From an optimization exercise on the open Yosys and OpenROAD flow, aimed at small area, a short achievable clock period and few clock cycles per item; shortcuts taken in it are not production practice.
RTL that was checked went through simulation tests only; none was proved equivalent to the original.
Power is estimated from default activity; no workload was simulated.

==> run B <==
Design m64p_unit, start of the top module:
module m64p_unit (
    input  wire        clk,
    input  wire        rst,
    input  wire        in_valid,
    output wire        in_ready,
    input  wire [2:0]  in_kind,
    input  wire [3:0]  in_reg,
    input  wire [63:0] in_data,
    output wire        out_valid,
    output wire [63:0] out_data
);
clock: 18.0 ns
lec_check: 0
cap_margin: 30
core_margin: 2
core_utilization: 30
gpl_routability_driven: 1
place_density: 0.45
slew_margin: 70
standard.sh (not shown) runs the stock make flow with config.mk's settings and CLKGATE_MAP_FILE= SYNTH_SCRIPT=/design/flow/synth_recipe.tcl, a recipe that flattens the netlist after the stock synthesis.
==> flow/flow/run.sh <==
#!/bin/bash
set -euo pipefail
cd "$(dirname "$0")/.."
# synthesis .. CTS: the CTS-stage repair aims at about 5.5 ns
bash standard.sh SETUP_SLACK_MARGIN=12.5 cts > flow_to_cts.log 2>&1
# global route .. finish: repair again after global routing
bash standard.sh SETUP_SLACK_MARGIN=12.5 TNS_END_PERCENT=30 finish > flow_to_finish.log 2>&1
==> run E (differences from run B) <==
--- a/flow/config.mk
+++ b/flow/config.mk
@@ -11,3 +11,3 @@
 export GPL_ROUTABILITY_DRIVEN = 1
 export PLACE_DENSITY = 0.45
-export SLEW_MARGIN = 70
+export SLEW_MARGIN = 50
==> run notes <==
Run B passed the timing, design-rule and antenna checks. Run E ran to the end with no violations. In run E the power is smaller than in run B, by 1.7%. In synthesized cell count, run E and run B do not differ. In run E the utilization is lower than in run B, by 1.9 points. Against run B, the combinational power of run E is smaller by about 6%.
Testbench counts of run B, summed over its fixed seeds: cycles 20,648, txns 16,168.
Testbench counts of run E, summed over its fixed seeds: cycles 20,648, txns 16,168.

* * *

==> inputs of trial 49 <==
m64p_unit, a different RTL version from the one above (not shown whole).
Settings: LEC_CHECK=0, CAP_MARGIN=30, CORE_MARGIN=2, CORE_UTILIZATION=30, GPL_ROUTABILITY_DRIVEN=1, PLACE_DENSITY=0.45, SLEW_MARGIN=20; clock period 18.0 ns.
==> flow/flow/run.sh <==
#!/bin/bash
set -euo pipefail
cd "$(dirname "$0")/.."
# synthesis .. CTS: the CTS-stage repair aims at about 5.2 ns
bash standard.sh SETUP_SLACK_MARGIN=12.8 cts > flow_to_cts.log 2>&1
# global route .. finish: repair again after global routing
bash standard.sh SETUP_SLACK_MARGIN=12.8 TNS_END_PERCENT=30 finish > flow_to_finish.log 2>&1
==> inputs of trial 64, as changes to trial 49 <==
--- a/flow/design.v
+++ b/flow/design.v
@@ -40,10 +40,11 @@
     reg         ir_v;
     reg  [2:0]  ir_kind;
     reg  [3:0]  ir_reg;
     reg  [63:0] ir_data;
     reg  [3:0]  ir_ra;       
+    reg  [15:0] ir_sa, ir_sb;    
     reg         ir_ph;       
     wire        adv;         
     wire        ir_free = !ir_v || adv;
     assign in_ready = !sk_v;
     wire   acc      = in_valid && !sk_v;
@@ -68,15 +69,19 @@
             if (sk_v) begin
                 ir_kind <= sk_kind;
                 ir_reg  <= sk_reg;
                 ir_data <= sk_data;
                 ir_ra   <= (sk_kind == K_READ_REG) ? sk_reg : sk_data[19:16];
+                ir_sa   <= 16'd1 << ((sk_kind == K_READ_REG) ? sk_reg : sk_data[19:16]);
+                ir_sb   <= 16'd1 << sk_data[15:12];
             end else begin
                 ir_kind <= in_kind;
                 ir_reg  <= in_reg;
                 ir_data <= in_data;
                 ir_ra   <= (in_kind == K_READ_REG) ? in_reg : in_data[19:16];
+                ir_sa   <= 16'd1 << ((in_kind == K_READ_REG) ? in_reg : in_data[19:16]);
+                ir_sb   <= 16'd1 << in_data[15:12];
             end
         end
     end
     reg  [63:0] W [0:15];
     reg  [63:0] s0, s1;
@@ -164,13 +169,13 @@
                    !(d_wr && !d_fin && (d_rd == r))) ||
                   (x_mop && ((x_d == r) || (x_mul && (x_e == r)))) ||
                   (x_dop && (x_d == r));
         end
     endfunction
+    wire m_ld_ok = !((m_busy && !m_free) || (x_mop && !(x_mul32 || x_imul32)));
     wire haz_cmd = c_ok && ((use_ra && bsy(ra)) || (use_rb && bsy(rb)) ||
-                            (o_mulc && ((m_busy && !m_free) ||
-                                        (x_mop && !(x_mul32 || x_imul32)))) ||
+                            (o_mulc && !m_ld_ok) ||
                             (o_divc && ((d_busy && !d_go) || x_dop)));
     wire haz_reg = k_rd && bsy(ir_reg);
     wire go      = ir_v && !haz_cmd && !haz_reg;      
     wire rds_one = c_ok && o_rds && !ir_ph;           
     assign adv   = go && !rds_one;
@@ -191,17 +196,27 @@
     wire        st_flt   = x_flt || faulted;
     wire [31:0] st_word  = x_flt ? flt_word : faultword;
     reg x_resp;
     assign out_valid = x_resp;
     assign out_data  = x_a;
+    reg  [63:0] rd_a, rd_b;
+    integer ri;
+    always @(*) begin
+        rd_a = 64'd0;
+        rd_b = 64'd0;
+        for (ri = 0; ri < 16; ri = ri + 1) begin
+            rd_a = rd_a | (W[ri] & {64{ir_sa[ri]}});
+            rd_b = rd_b | (W[ri] & {64{ir_sb[ri]}});
+        end
+    end
     wire        a_reg  = !(k_wr || k_st || k_fw);
     wire        b_reg  = !(illegal || o_shi);
     wire [63:0] a_base = k_wr ? ir_data :
                          k_st ? {56'd0, st_cause, 3'd0, st_flt} :
-                         k_fw ? {32'd0, st_word} : W[ir_ra];
+                         k_fw ? {32'd0, st_word} : rd_a;
     wire [63:0] b_base = illegal ? {32'd0, cw} :
-                         o_shi ? {{56{imm8[7]}}, imm8} : W[rb];
+                         o_shi ? {{56{imm8[7]}}, imm8} : rd_b;
     wire [63:0] xa_n   = (a_reg && x_we && (x_wa == ir_ra)) ? x_wd :
                          (a_reg && m_wr && (m_wa == ir_ra)) ? m_res_w :
                          (a_reg && d_wr && !d_fin && (d_rd == ir_ra)) ? d_res_w : a_base;
     wire [63:0] xb_n   = (b_reg && x_we && (x_wa == rb)) ? x_wd :
                          (b_reg && m_wr && (m_wa == rb)) ? m_res_w :
@@ -212,11 +227,11 @@
             x_resp <= 1'b0;
         end else begin
             x_v    <= go;
             x_resp <= adv;
         end
-        if (go) begin
+        begin
             xk_wr   <= k_wr;
             xk_rd   <= k_rd;
             xk_cmd  <= k_cmd;
             xk_st   <= k_st;
             xk_fw   <= k_fw;
@@ -487,11 +502,11 @@
         if (d_start)
             d_lv <= 1'b1;
         else if ((x_we && (x_wa == d_rd)) ||
                  (m_start && ((x_d == d_rd) || (x_mul && (x_e == d_rd)))))
             d_lv <= 1'b0;
-        if (go && c_ok && o_mulc) begin
+        if (c_ok && o_mulc && m_ld_ok) begin
             m_x  <= xa_n[31:0];
             m_ah <= xa_n[63:32];
             m_y  <= xb_n[31:0];
             m_bo <= xb_n[63:32];
         end else if (m_start || m_run) begin
@@ -517,11 +532,11 @@
             m_s    <= m_so;
             m_c    <= m_co;
             if (m_sh)
                 m_cy <= m_f32;
         end
-        if (d_start) begin
+        if (d_st == D_IDLE) begin
             d_pick <= x_pick;
             d_rd   <= x_d;
             d_rem  <= dv_x;
             d_div  <= dv_n;
             d_d3   <= dv_n3;
==> flow/flow/run.sh (replaced) <==
#!/bin/bash
set -euo pipefail
cd "$(dirname "$0")/.."
# synthesis .. CTS: the CTS-stage repair aims at about 5.5 ns
bash standard.sh SETUP_SLACK_MARGIN=12.5 cts > flow_to_cts.log 2>&1
# global route .. finish: repair again after global routing
bash standard.sh SETUP_SLACK_MARGIN=12.5 TNS_END_PERCENT=30 finish > flow_to_finish.log 2>&1
--- a/flow/config.mk
+++ b/flow/config.mk
@@ -8,6 +8,6 @@
 export CAP_MARGIN = 30
 export CORE_MARGIN = 2
 export CORE_UTILIZATION = 30
 export GPL_ROUTABILITY_DRIVEN = 1
 export PLACE_DENSITY = 0.45
-export SLEW_MARGIN = 20
+export SLEW_MARGIN = 50
==> run_results.csv <==
group,metric,value,unit
outcome,status,"complete, no violations",
power,combPwrFrac,24.9,%
synthesis,synth_mux_area_share,6.428,%
power,p_switching,4.945,mW
power,power.density,70.87,nW/um^2
-- figures above: trial 49

==> run_results.csv <==
group,metric,value,unit
power,p_switching,5.431,mW
synthesis,synthFlopType,"edfxtp_1",
outcome,status,"complete, no violations",
power,power.density,77.02,nW/um^2
final_layout,sh_seq_area,28.15,%
setup_path,ff2ff_path_depth,13,
final_layout,nNetsFinal,18950,
synthesis,synth_mux_area_share,6.065,%
timing,max_freq,166.8,MHz
power,combPwrFrac,27.6,%
-- figures above: trial 64

Testbench counts of trial 49, summed over its fixed seeds: cycles 20,648, txns 16,168.
For trial 64, only the layout was checked, not whether the RTL still works.

-- static timing again, ports no longer ideal --
In the flow no input, the clock included, has a driving cell. The finished layouts below were timed again as built, in two steps. Step 1 (the two cells are an assumption about what drives the block):
set clk [get_ports {clk}]
set_driving_cell -lib_cell sky130_fd_sc_hd__clkbuf_16 $clk
set_driving_cell -lib_cell sky130_fd_sc_hd__buf_2 [delete_from_list [all_inputs] $clk]
Step 2 also shifts input and output timing later by t, the mid clock arrival at the registers, as if the neighbouring blocks saw the same clock. Three values: ideal ports, drivers, drivers and shift; two values: the first two.
run	t (ns)	setup slack, ns	worst setup path at the end	clock arrival spread, ns	worst data-port slew with drivers (ns)
run B	1.161	12.027 / 12.027 / 12.027	register to register	0.187 / 0.187	0.18
run E	1.187	12.103 / 12.103 / 12.103	register to register	0.138 / 0.139	0.17
trial 49	1.100	11.981 / 11.981 / 11.981	register to register	0.134 / 0.134	0.10
trial 64	1.144	12.004 / 12.004 / 11.983	input to register	0.127 / 0.128	0.22
After both steps every run listed still meets setup and hold. The setup slack of trial 64, which loses most, moves by 0.000 ns with the drivers and by -0.021 ns with both steps.
